This design comes from an exercise in tuning for small area, a short achievable clock period and few clock cycles on the open sky130 flow, not from production work. Where RTL was checked, it was by simulation tests only, not by an equivalence proof against the original. Power figures rest on the tool's default switching activity, not on a simulated workload.

trial 29:
// huffman_codegen
module huffman_codegen (
    input  wire       clk,
    input  wire       rst,           
    input  wire       start,
    input  wire [6:0] len,           
    output wire       ready,
    input  wire       in_valid,
    input  wire [7:0] in_data,
    output wire       in_ready,
    output wire       code_valid,
    output wire [7:0] code_sym,
    output wire [3:0] code_len,
    output wire [7:0] code_bits,     
    output wire       done,
    output wire       empty          
);
    localparam integer N = 64;
    reg st_idle, st_in, st_last, st_merge, st_td, st_emit;
    reg  [6:0] nrem;         
    reg  [7:0] xr;           
    reg        xv;           
    reg  [6:0] cnt;          
    reg  [6:0] k;            
    reg  [8:0]   S [0:N-1];
    reg  [N-1:0] E;          
    reg  [N-1:0] C;
    reg  [255:0] bm;
    reg  [6:0] F;
    reg  [6:0] lp;           
    reg  [5:0] m;            
    reg        side;
    reg  [6:0] fa;
    reg  [8:0] fbuf [0:31];
    reg  [4:0] rp, wp;
    reg  [5:0] qn;
    reg  [8:0] H;
    wire [4:0] rp1 = rp + 5'd1;
    reg  [5:0] j;
    reg  [7:0] vj;
    reg  [6:0] ec;
    reg        code_valid_r, done_r, empty_r;
    reg  [7:0] code_sym_r, code_bits_r;
    reg  [3:0] code_len_r;
    assign ready      = st_idle;
    assign in_ready   = st_in;
    assign code_valid = code_valid_r;
    assign code_sym   = code_sym_r;
    assign code_len   = code_len_r;
    assign code_bits  = code_bits_r;
    assign done       = done_r;
    assign empty      = empty_r;
    function lt8;            
        input [7:0] a, b;
        integer t;
        reg r;
        begin
            r = 1'b0;
            for (t = 0; t < 8; t = t + 1)
                r = (~a[t] & b[t]) | (~(a[t] ^ b[t]) & r);
            lt8 = r;
        end
    endfunction
  ...
Settings: LEC_CHECK=0, CAP_MARGIN=20, CORE_MARGIN=2, CORE_UTILIZATION=40, PLACE_DENSITY=0.6, SLEW_MARGIN=20; clock period 10.0 ns.
run.sh (not shown) runs the stock make flow with config.mk's settings and CLKGATE_MAP_FILE= SYNTH_SCRIPT=/design/flow/synth_recipe.tcl, a recipe that flattens the netlist after the stock synthesis.
Trial 29 | status: complete | timing, DRC, antenna: pass
Input-level comparison between build 46 and trial 29:
Settings: SETUP_SLACK_MARGIN: unset -> 5; ABC_CLOCK_PERIOD_IN_PS: unset -> 3500; CORE_UTILIZATION: 40 -> 60; PLACE_DENSITY: 0.6 -> 0.7.
--- outcome ---
No final results exist for build 46, since it was stopped by error GRT-0116 during 5_1_grt. As far as number of distinct standard cells referenced by the synthesized netlist goes, trial 29 and build 46 are indistinguishable; the numbers are identical. Cmp trial 29 and build 46 / number of setup buffers added after CTS / higher: build 46. Taking trial 29 as the reference, in build 46 number of core rows dropped 32; placement-stage cell area dropped 1.3%; vertical die dimension dropped about 18%; final RePlAce weighted congestion climbed 0.074.
No functional check of the RTL was part of any run of this note.

========
exp/nickel:
huffman_codegen, a different RTL version from the one above (not shown whole).
For scale: about 10,000 cells after synthesis, roughly 1,300 flip-flops, about 44 I/O pins, roughly 97,000 µm² of cells after synthesis.
## huffman_codegen
module huffman_codegen (
    input  wire       clk,
    input  wire       rst,           
    input  wire       start,
    input  wire [6:0] len,           
    output wire       ready,
    input  wire       in_valid,
    input  wire [7:0] in_data,
    output wire       in_ready,
    output wire       code_valid,
    output wire [7:0] code_sym,
    output wire [3:0] code_len,
    output wire [7:0] code_bits,     
    output wire       done,
    output wire       empty          
);
clock: 10.0 ns
lec_check: 0
cap_margin: 30
core_margin: 2
core_utilization: 45
cts_cluster_diameter: 120
cts_cluster_size: 16
place_density: 0.7
slew_margin: 30
tns_end_percent: 0
standard.sh (not shown) runs the stock make flow with config.mk's settings and CLKGATE_MAP_FILE= SYNTH_SCRIPT=/design/flow/synth_recipe.tcl, a recipe that flattens the netlist after the stock synthesis.
==> flow/flow/run.sh <==
#!/bin/bash
set -euo pipefail
bash standard.sh SETUP_SLACK_MARGIN=8 MAX_REPAIR_ANTENNAS_ITER_GRT=15 MAX_REPAIR_ANTENNAS_ITER_DRT=15 finish > standard_flow.log 2>&1
Testbench counts of exp/nickel, summed over its fixed seeds: cycles 21,272.
--- input diff exp/nickel..exp/indigo ---
==> flow/run.sh (new file) <==
#!/bin/bash
# synth_recipe.tcl (not shown) runs the flow's synth.tcl, then flattens the netlist and writes it again
# the make line also repeats each setting of config.mk as NAME=value (left out here)
make -C /OpenROAD-flow-scripts/flow DESIGN_CONFIG=/design/flow/config.mk WORK_HOME=/design/flow/orfs CLKGATE_MAP_FILE= SYNTH_SCRIPT=/design/flow/synth_recipe.tcl finish
-- flow/config.mk --
<<< exp/nickel, line 10
export CORE_UTILIZATION = 45
>>> exp/indigo, line 10
export CORE_UTILIZATION = 40
<<< exp/nickel, line 13
export PLACE_DENSITY = 0.7
>>> exp/indigo, line 13
export PLACE_DENSITY = 0.6
export SETUP_SLACK_MARGIN = 5
removed: flow/flow/run.sh
removed: flow/standard.sh
==> comparison <==
exp/indigo finished every step from synthesis to the final layout, and the layout passed the timing, design-rule and antenna checks.
The flip-flop and latch count was comparable across exp/nickel and exp/indigo.
From exp/indigo to exp/nickel, number of antenna-violating nets in the routed design did not move at all.
[exp/indigo] overall fraction of global-route tracks in use fell 5.2 points relative to exp/nickel
Taking exp/nickel as the reference, in exp/indigo first-pass detailed-route iteration total decreased 3; data-path buffer share of cell area in the final layout decreased 0.75 points.
The inputs of exp/sierra differ from those of exp/indigo as listed below.
==> flow/flow/run.sh (new file) <==
#!/bin/bash
set -euo pipefail
bash standard.sh SETUP_SLACK_MARGIN=8 MAX_REPAIR_ANTENNAS_ITER_GRT=15 MAX_REPAIR_ANTENNAS_ITER_DRT=15 finish > standard_flow.log 2>&1
==> flow/standard.sh (new file) <==
#!/bin/bash
# synth_recipe.tcl (not shown) runs the flow's synth.tcl, then flattens the netlist and writes it again
# the make line also repeats each setting of config.mk as NAME=value (left out here)
make -C /OpenROAD-flow-scripts/flow DESIGN_CONFIG=/design/flow/config.mk WORK_HOME=/design/flow/orfs CLKGATE_MAP_FILE= SYNTH_SCRIPT=/design/flow/synth_recipe.tcl "${@:-finish}"
-- flow/config.mk --
<<< exp/indigo, line 14
export SETUP_SLACK_MARGIN = 5
>>> exp/sierra, line 14
removed: flow/run.sh
--- outcome ---
exp/sierra has completed all stages; timing, DRC and antenna checks passed. Fraction of final layout cells sized beyond drive strength 1 in exp/sierra is 1.8 points higher than in exp/indigo. Compared with exp/indigo, exp/sierra shows a number of buffers outside the clock class in the layout that is about 17% higher. Going from exp/indigo to exp/sierra, largest driver fanout on the critical path +about 400%, finished layout cell area rose by 1.8%, number of antenna diodes climbed 14%, count of placed standard cells in the final layout, fillers left out went up, power +about 0.4%. The higher power share of the combinational group of exp/sierra and exp/indigo is in exp/sierra. The worst hold slack of exp/sierra is higher than that of exp/indigo. [exp/sierra vs exp/indigo] amount of wire on met3 after detailed routing: higher in exp/sierra.

-- what the ideal ports hide --
The flow's constraints put no driver on any port. The routed layouts listed below were extracted and timed again, unchanged, in two steps.
Step 1: set_driving_cell puts a clkbuf_16 on clk and a buf_2 on each other input, an assumption about the parent block.
Step 2 times the ports against the registers' clock, not the clock port: input delays grow and output delays shrink by t, the midpoint of the rising clock arrivals with the driver on.
Three values: ideal ports, drivers, drivers and shift; two values: the first two.
run	t (ns)	setup WS [ns]	worst setup path after step 2	worst slew at a driven data input, ns	cell pins on the clock port's net
trial 29	0.971	1.692 / 1.692 / 1.692	register to register	0.04	1
exp/nickel	0.934	4.945 / 4.945 / 4.945	register to register	0.04	1
exp/indigo	0.977	4.524 / 4.524 / 4.524	register to register	0.04	1
exp/sierra	0.950	4.887 / 4.887 / 4.887	register to register	0.03	1
After both steps setup and hold are still met in every run listed.
